Source: an optimization exercise on an open RTL-to-GDS flow (aim: small area, a short achievable clock period and few clock cycles). Production flows keep margins and buffers that such runs may drop. Where RTL was checked, it was by simulation tests only, not by an equivalence proof against the original.

## bq_encoder
module bq_encoder (
    input  wire        clk,
    input  wire        rst,           
    input  wire        start,
    output wire        start_ready,
    input  wire [3:0]  cfg_w,         
    input  wire [3:0]  cfg_h,         
    input  wire [3:0]  cfg_d,         
    input  wire [3:0]  cfg_c,         
    input  wire        pix_valid,
    output wire        pix_ready,
    input  wire [23:0] pix_data,
    output reg         res_valid,
    output reg  [7:0]  res_data,
    output reg         done,
    output reg  [7:0]  base_y,
    output reg  [7:0]  max_delta,
    output reg  [3:0]  rbn,
    output reg  [2:0]  shift,
    output reg  [7:0]  avg_cr,
    output reg  [7:0]  avg_cb,
    output reg  [6:0]  csize
);
clock: 33.0 ns
lec_check: 0
cap_margin: 20
core_margin: 2
core_utilization: 40
cts_cluster_diameter: 80
cts_cluster_size: 25
slew_margin: 20
standard.sh (not shown) runs the stock make flow with config.mk's settings and CLKGATE_MAP_FILE= SYNTH_SCRIPT=/design/flow/synth_recipe.tcl, a recipe that flattens the netlist after the stock synthesis.
==> flow/flow/run.sh <==
#!/bin/bash
# The standard layout, with stronger port buffers than buffer_ports picks by
# default (it picks a slow delay cell when timing has slack to spare).
set -euo pipefail
export BUFFER_PORTS_ARGS="-buffer_cell sky130_fd_sc_hd__buf_4"
export SETUP_SLACK_MARGIN=25.4
bash standard.sh > standard.log 2>&1
The starting point went through all stages and came out clean.
==> next run, changes <==
--- a/flow/flow/run.sh
+++ b/flow/flow/run.sh
@@ -5,3 +5,2 @@
 export BUFFER_PORTS_ARGS="-buffer_cell sky130_fd_sc_hd__buf_4"
-export SETUP_SLACK_MARGIN=25.4
 bash standard.sh > standard.log 2>&1
What happened:
- The new run completed with no timing, DRC or antenna violations
- clock skew stays flat
- final area drops by 0.85%
- global-route usage barely changes
- routed wire length drops by 0.35%
No functional check of the RTL was part of any run of this note.

Another version of the RTL of bq_encoder (not shown whole).
Size in the first run: ~3200 cells after synthesis, about 820 flip-flops, ~100 I/O pins, about 42000 um^2 of cells after synthesis.
export LEC_CHECK = 0
export CAP_MARGIN = 20
export CORE_MARGIN = 2
export CORE_UTILIZATION = 60
export CTS_CLUSTER_DIAMETER = 60
export CTS_CLUSTER_SIZE = 25
export PLACE_DENSITY = 0.72
export SLEW_MARGIN = 20
create_clock -name core_clock -period 33.0 [get_ports {clk}]
==> flow/flow/run.sh <==
#!/bin/bash
# The standard layout, with stronger port buffers than buffer_ports picks by
# default (it picks a slow delay cell when timing has slack to spare).
set -euo pipefail
export BUFFER_PORTS_ARGS="-buffer_cell sky130_fd_sc_hd__buf_4"
bash standard.sh > standard.log 2>&1
Testbench counts at the start, summed over its fixed seeds: cycles 10,665.
Change:
- CORE_UTILIZATION: 60 -> 40
- CTS_CLUSTER_DIAMETER: 60 -> 80
- PLACE_DENSITY: 0.72 -> unset
What happened: The changed run completed with no timing, DRC or antenna violations; via count goes down by 2.5%; critical path depth does not change; design area goes up by 0.47%.

Another version of the RTL of bq_encoder (not shown whole).
Size in the first run: roughly 3200 cells after synthesis, roughly 820 flip-flops, ~100 I/O pins, about 41000 um2 of cells after synthesis.
==> flow/config.mk <==
export PLATFORM = sky130hd
export DESIGN_NAME = bq_encoder
export DESIGN_NICKNAME = bq_encoder
export VERILOG_FILES = /design/flow/design.v
export SDC_FILE = /design/flow/constraint.sdc
export NUM_CORES = 4
export LEC_CHECK = 0
export CAP_MARGIN = 0
export CORE_MARGIN = 2
export CORE_UTILIZATION = 40
export CTS_CLUSTER_DIAMETER = 80
export CTS_CLUSTER_SIZE = 25
export SLEW_MARGIN = 0
==> flow/constraint.sdc <==
create_clock -name core_clock -period 33.0 [get_ports {clk}]
set_input_delay 6.6000 -clock core_clock [delete_from_list [all_inputs] [get_ports {clk}]]
set_output_delay 6.6000 -clock core_clock [all_outputs]
set_load 0.01 [all_outputs]
==> flow/flow/run.sh <==
#!/bin/bash
# The standard layout, with buf_4 port buffers instead of the cell buffer_ports picks by
# default (it picks a slow delay cell when timing has slack to spare).
set -euo pipefail
export BUFFER_PORTS_ARGS="-buffer_cell sky130_fd_sc_hd__buf_4"
bash standard.sh > standard.log 2>&1
Testbench counts at the start, summed over its fixed seeds: cycles 10,641.
Then changed:
CAP_MARGIN = 20   (was 0)
GPL_ROUTABILITY_DRIVEN = 0   (was unset)
GPL_TIMING_DRIVEN = 0   (was unset)
SLEW_MARGIN = 20   (was 0)
Effect: The new run passed the timing, DRC and antenna checks. Via count climbs slightly. Setup slack is worse by 0.043 ns. Register-to-register slack is better by 0.03 ns. Worst hold slack is about the same. Wire length climbs slightly. First-iteration DRC count climbs by a few percent. Design area climbs slightly. Sequential cell count stays the same. Sequential share of layout area drops by 0.21 points.
Then changed:
--- a/flow/flow/run.sh
+++ b/flow/flow/run.sh
@@ -5,2 +5,3 @@
 export BUFFER_PORTS_ARGS="-buffer_cell sky130_fd_sc_hd__buf_4"
+export SETUP_SLACK_MARGIN=25.5
 bash standard.sh > standard.log 2>&1
GPL_ROUTABILITY_DRIVEN = unset   (was 0)
GPL_TIMING_DRIVEN = unset   (was 0)
The changed run ran to the end with no violations.
Worst setup slack gets better by 0.082 ns.
Via count fell by 0.42%.
Utilization hardly moves.
Die area stays the same.
Global-route usage is about the same.
Register-to-register slack gets better by 0.20 ns.
Clock-buffer cell count fell by 1.

Setup of red:
The RTL this note starts from:
==> flow/design.v <==
module bq_encoder (
    input  wire        clk,
    input  wire        rst,           
    input  wire        start,
    output wire        start_ready,
    input  wire [3:0]  cfg_w,         
    input  wire [3:0]  cfg_h,         
    input  wire [3:0]  cfg_d,         
    input  wire [3:0]  cfg_c,         
    input  wire        pix_valid,
    output wire        pix_ready,
    input  wire [23:0] pix_data,
    output reg         res_valid,
    output reg  [7:0]  res_data,
    output reg         done,
    output reg  [7:0]  base_y,
    output reg  [7:0]  max_delta,
    output reg  [3:0]  rbn,
    output reg  [2:0]  shift,
    output reg  [7:0]  avg_cr,
    output reg  [7:0]  avg_cb,
    output reg  [6:0]  csize
);
    localparam Q = 3;           
    reg        rs;
    reg        in_active;       
    reg        start_ready_r, pix_ready_r;
    reg  [2:0] wm1, hm1;        
    reg  [2:0] col, row;        
    reg  [3:0] d_in, c_in;      
    reg  [3:0] d_blk, c_blk;    
    assign start_ready = start_ready_r;
    assign pix_ready   = pix_ready_r;
    wire st_acc   = start & start_ready_r;
    wire px_acc   = pix_valid & pix_ready_r;
    wire is_first = (col == 3'd0) & (row == 3'd0);
    wire is_last  = (col == wm1) & (row == hm1);
    reg [23:0] p0;  reg v0, f0, l0;
    reg [7:0]  y1;  reg [8:0] tr1, tb1;  reg v1, f1, l1;
    reg        cons;            
    reg  [6:0]  cnt;
    reg  [7:0]  min_y, max_y;
    reg  [13:0] sum_cr, sum_cb;
    reg  [7:0]  ybuf [0:63];
    reg  [5:0]  wptr, rptr;
    reg  [6:0]  occ;            
    reg  [6:0]  rdy;            
    reg  [16:0] dq [0:Q-1];
    reg  [1:0]  dq_wp, dq_rp;
    reg  [2:0]  dq_n;
    reg  [6:0]  div_n;
    reg  [3:0]  div_cnt;
    reg  [5:0]  rem_cr, rem_cb;
    reg  [7:0]  dlo_cr, dlo_cb;
    wire rd_en = (rdy != 7'd0);
    wire [2:0] col_inc = (col == wm1) ? 3'd0 : col + 3'd1;
    wire [2:0] row_inc = (col == wm1) ? row + 3'd1 : row;
    wire       last_after_acc = (col_inc == wm1) & (row_inc == hm1);
    wire       last_after_st  = (cfg_w == 4'd1) & (cfg_h == 4'd1);
    wire [6:0] rdy_n   = rdy - {6'd0, rd_en} + (cons ? cnt : 7'd0);
    wire [6:0] occ_n0  = occ - {6'd0, rd_en};
    wire [6:0] occ_n1  = occ_n0 + 7'd1;
    wire       cons_n  = v1 & l1;
    wire       s1l_n   = v0 & l0;
    wire       n2_n    = (cnt != 7'd0);         
    wire       e0 = (rdy_n >= 7'd1);
    wire       e1 = (rdy_n >= 7'd2) | cons_n;
    wire       e2 = (rdy_n >= 7'd3) | s1l_n | (cons_n & n2_n);
    wire [1:0] g  = {1'b0, e0} + {1'b0, e1} + {1'b0, e2};
    wire [6:0] lim = 7'd63 + {5'd0, g};
    wire       occ_ok0 = (occ_n0 <= lim);
    wire       occ_ok1 = (occ_n1 <= lim);
    wire       last_ok = ~(v0 & l0) & ~(v1 & l1) & ~cons &
                         (div_cnt <= 4'd4) & (dq_n < Q);
    wire pr_st = occ_ok0 & (~last_after_st | last_ok);
    wire pr_px = ~is_last & occ_ok1 & (~last_after_acc | last_ok);
    wire pr_no = in_active & occ_ok0 & (~is_last | last_ok);
    always @(posedge clk) begin
        rs            <= rst;
        start_ready_r <= ~rst & (rs | (st_acc ? 1'b0 : (px_acc & is_last) ? 1'b1 : start_ready_r));
        pix_ready_r   <= ~rst & ~rs & (st_acc ? pr_st : px_acc ? pr_px : pr_no);
        if (rs)
            in_active <= 1'b0;
        else if (st_acc)
            in_active <= 1'b1;
        else if (px_acc & is_last)
            in_active <= 1'b0;
        if (start_ready_r) begin
            wm1  <= cfg_w[2:0] - 3'd1;
            hm1  <= cfg_h[2:0] - 3'd1;
            col  <= 3'd0;
            row  <= 3'd0;
            d_in <= cfg_d;
            c_in <= cfg_c;
        end else if (px_acc) begin
            col <= col_inc;
            row <= row_inc;
        end
        if (pix_ready_r & is_last) begin
            d_blk <= d_in;
            c_blk <= c_in;
        end
    end
    wire [25:0] pr = p0[23:16], pg = p0[15:8], pb = p0[7:0];
    wire [25:0] y_acc = (pr<<16)+(pr<<13)+(pr<<12)+(pr<<9)+(pr<<5)+(pr<<3)+(pr<<2)+pr
                      + (pg<<17)+(pg<<14)+(pg<<12)+(pg<<11)+(pg<<8)+(pg<<4)+(pg<<2)+(pg<<1)
                      + (pb<<14)+(pb<<13)+(pb<<12)+(pb<<10)+(pb<<7)+(pb<<5)+(pb<<4)+(pb<<3)+(pb<<2)
                      + 26'd256;
    wire [7:0]  y0 = y_acc[25:18];
    always @(posedge clk) begin
        p0  <= pix_data;
        f0  <= is_first;
        l0  <= is_last;
        y1  <= y0;
        tr1 <= {1'b0, p0[23:16]} + {1'b0, ~y0} + 9'd1;
        tb1 <= {1'b0, p0[7:0]}   + {1'b0, ~y0} + 9'd1;
        f1  <= f0;
        l1  <= l0;
        v0  <= px_acc & ~rs;
        if (rs) begin
            v1   <= 1'b0;
            cons <= 1'b0;
        end else begin
            v1   <= v0;
            cons <= v1 & l1;
        end
    end
    wire [21:0] TR = {13'd0, tr1}, TB = {13'd0, tb1};
    wire [21:0] cr_num = (TR<<12)+(TR<<10)+(TR<<9)+(TR<<7)+(TR<<6)+(TR<<4)+TR + 22'd3747584;
    wire [21:0] cb_num = (TB<<12)+(TB<<9)+(TB<<3)+(TB<<2)+TB + 22'd4059904;
    wire [7:0]  cr = cr_num[20:13];
    wire [7:0]  cb = cb_num[20:13];
    always @(posedge clk) begin
        if (v1) begin
            ybuf[wptr] <= y1;
            if (f1 | (y1 < min_y)) min_y <= y1;
            if (f1 | (y1 > max_y)) max_y <= y1;
            sum_cr <= (f1 ? 14'd0 : sum_cr) + {6'd0, cr};
            sum_cb <= (f1 ? 14'd0 : sum_cb) + {6'd0, cb};
        end
        if (rs | cons)
            cnt <= 7'd0;
        else if (v1)
            cnt <= cnt + 7'd1;
    end
    wire [7:0] delta = max_y - min_y;
    reg  [3:0] rbn_c;
    integer k;
    always @(*) begin
        rbn_c = 4'd0;
        for (k = 0; k < 8; k = k + 1)
            if (delta > (8'd1 << k))
                rbn_c = k[3:0] + 4'd1;
    end
    wire [3:0] shift_c = (rbn_c > d_blk) ? (rbn_c - d_blk) : 4'd0;
    wire [9:0] nd      = cnt * d_blk;
    wire [6:0] csize_c = (delta != 8'd0) ? (7'd4 + nd[9:3] + {6'd0, (nd[2:0] != 3'd0)}) : 7'd4;
    wire [6:0] rem2_cr = {rem_cr, dlo_cr[7]};
    wire [6:0] rem2_cb = {rem_cb, dlo_cb[7]};
    wire       ge_cr   = (rem2_cr >= div_n);
    wire       ge_cb   = (rem2_cb >= div_n);
    wire [6:0] sub_cr  = rem2_cr - div_n;
    wire [6:0] sub_cb  = rem2_cb - div_n;
    always @(posedge clk) begin
        if (cons) begin
            base_y    <= min_y;
            max_delta <= delta;
            rbn       <= rbn_c;
            shift     <= shift_c[2:0];
            csize     <= csize_c;
            div_n     <= cnt;
            rem_cr    <= sum_cr[13:8];
            rem_cb    <= sum_cb[13:8];
            dlo_cr    <= sum_cr[7:0];
            dlo_cb    <= sum_cb[7:0];
            avg_cr    <= 8'd0;
            avg_cb    <= 8'd0;
        end else if (div_cnt != 4'd0) begin
            rem_cr <= ge_cr ? sub_cr[5:0] : rem2_cr[5:0];
            rem_cb <= ge_cb ? sub_cb[5:0] : rem2_cb[5:0];
            dlo_cr <= {dlo_cr[6:0], 1'b0};
            dlo_cb <= {dlo_cb[6:0], 1'b0};
            avg_cr <= {avg_cr[6:0], ge_cr};
            avg_cb <= {avg_cb[6:0], ge_cb};
        end
        done <= ~rst & ~rs & (div_cnt == 4'd1);
        if (rs)
            div_cnt <= 4'd0;
        else if (cons)
            div_cnt <= c_blk;
        else if (div_cnt != 4'd0)
            div_cnt <= div_cnt - 4'd1;
    end
    wire [16:0] head     = dq[dq_rp];
    wire [7:0]  rd_y     = ybuf[rptr];
    wire [7:0]  rd_d     = rd_y - head[16:9];
    wire        blk_end  = (rptr == head[5:0]);
    wire        dq_pop   = rd_en & blk_end;
    always @(posedge clk) begin
        res_data  <= rd_d >> head[8:6];
        res_valid <= ~rst & ~rs & rd_en;
        if (cons)
            dq[dq_wp] <= {min_y, shift_c[2:0], wptr - 6'd1};
        if (rs) begin
            wptr  <= 6'd0;
            rptr  <= 6'd0;
            occ   <= 7'd0;
            rdy   <= 7'd0;
            dq_wp <= 2'd0;
            dq_rp <= 2'd0;
            dq_n  <= 3'd0;
        end else begin
            if (v1) wptr <= wptr + 6'd1;
            if (rd_en) rptr <= rptr + 6'd1;
            occ <= px_acc ? occ_n1 : occ_n0;
            rdy <= rdy_n;
            if (cons) dq_wp <= (dq_wp == Q - 1) ? 2'd0 : dq_wp + 2'd1;
            if (dq_pop) dq_rp <= (dq_rp == Q - 1) ? 2'd0 : dq_rp + 2'd1;
            dq_n <= dq_n + {2'd0, cons} - {2'd0, dq_pop};
        end
    end
endmodule
export LEC_CHECK = 0
export CAP_MARGIN = 20
export CORE_MARGIN = 2
export CORE_UTILIZATION = 40
export CTS_BUF_LIST = sky130_fd_sc_hd__clkbuf_4 sky130_fd_sc_hd__clkbuf_8
export CTS_CLUSTER_SIZE = 40
export SLEW_MARGIN = 20
create_clock -name core_clock -period 33.0 [get_ports {clk}]
==> flow/flow/run.sh <==
#!/bin/bash
# The standard layout, with stronger port buffers than buffer_ports picks by
# default (it picks a slow delay cell when timing has slack to spare).
set -euo pipefail
export BUFFER_PORTS_ARGS="-buffer_cell sky130_fd_sc_hd__buf_4"
bash standard.sh > standard.log 2>&1
red: full flow OK, the timing, DRC and antenna checks passed
Testbench counts of red, summed over its fixed seeds: cycles 10,665.
What blue does differently from red at the input level:
Settings: CORE_UTILIZATION changed from 40 to 60; CTS_CLUSTER_DIAMETER newly set to 80; PLACE_DENSITY newly set to 0.7; CTS_BUF_LIST removed (was sky130_fd_sc_hd__clkbuf_4 sky130_fd_sc_hd__clkbuf_8); CTS_CLUSTER_SIZE changed from 40 to 30.
--- outcome ---
blue completed end to end with timing, DRC and antenna clean. Between blue and red, the total number of vias figures differ only marginally. blue vs red, final design instance area without fill went down by 0.0021 sq mm. Data required time of the worst path of red is on par with blue. Compared blue vs red, and fraction of area in multi-input gates is up in blue. | sequential share of layout area | blue vs red | 2.3 points higher |. Relative to red, final worst setup slack increased by 0.12 ns in blue. From red to blue the numbers moved as follows: shortest clock period the worst path allows after layout fell by 0.12 ns; non-filler instance count after layout fell by 637.
#### Input delta (green over blue)
Settings: PLACE_DENSITY removed (was 0.7); CORE_UTILIZATION changed from 60 to 40.
==> run summary <==
green: total cell area at the placement stage higher than blue. green finished every stage and its layout cleared the timing, DRC and antenna checks. Fraction of layout instances using a drive strength above 1, blue and green, lower one = blue. Summary of the comparison: fmax is higher in green, relative to blue.
Here is what was changed in the inputs of orange compared with green.
Settings: clearing CTS_CLUSTER_DIAMETER, which used to be 80; clearing CTS_CLUSTER_SIZE, which used to be 30.
--- outcome ---
Taking green as the reference, in orange final worst slack down 0.017 ns.
There was hardly any difference in synthesized area between green and orange.
| finished layout cell area | orange vs green | worse |
Routed wire length: orange vs green up 1.1%

static timing again, ports no longer ideal:
How much do the figures lean on ideal ports? The routed layouts below were timed once more, with nothing changed but the port constraints.
Step 1: set_driving_cell puts a clkbuf_16 on clk and a buf_2 on each other input, an assumption about the parent block.
Step 2 also shifts input and output timing later by t, the mid clock arrival at the registers, as if the neighbouring blocks saw the same clock.
a / b / c = ideal ports / drivers / drivers and shift; a / b = the first two.
| run | t, ns | setup WS [ns] | latest minus earliest clock arrival (ns) | slew at the worst register clock pin (ns) | cell pins on the clock port's net |
|---|---|---|---|---|---|
| the first run of note 1 | 0.710 | 25.122 / 25.053 / 25.290 | 0.063 / 0.064 | 0.10 / 0.10 | 1 |
| the second run of note 1 | 0.710 | 24.554 / 24.485 / 25.195 | 0.064 / 0.064 | 0.10 / 0.10 | 1 |
| the first run of note 2 | 0.706 | 25.133 / 25.070 / 25.093 | 0.053 / 0.053 | 0.10 / 0.10 | 1 |
| the second run of note 2 | 0.723 | 25.143 / 25.078 / 25.132 | 0.083 / 0.083 | 0.11 / 0.11 | 1 |
| the first run of note 3 | 0.713 | 25.152 / 25.076 / 25.337 | 0.079 / 0.078 | 0.11 / 0.11 | 1 |
| the second run of note 3 | 0.729 | 25.109 / 25.037 / 25.287 | 0.082 / 0.082 | 0.11 / 0.11 | 1 |
| the third run of note 3 | 0.700 | 25.191 / 25.125 / 25.316 | 0.062 / 0.063 | 0.11 / 0.11 | 1 |
| red | 0.857 | 24.994 / 24.924 / 24.745 | 0.048 / 0.049 | 0.07 / 0.07 | 1 |
| blue | 0.670 | 25.119 / 25.052 / 24.701 | 0.038 / 0.038 | 0.12 / 0.12 | 1 |
| green | 0.700 | 25.144 / 25.067 / 24.737 | 0.044 / 0.044 | 0.12 / 0.12 | 1 |
| orange | 0.713 | 25.127 / 25.053 / 24.753 | 0.058 / 0.058 | 0.06 / 0.06 | 1 |
After both steps every run listed still meets setup and hold. For blue, which loses most, drivers alone change the setup slack by -0.067 ns; drivers and shift together by -0.418 ns.
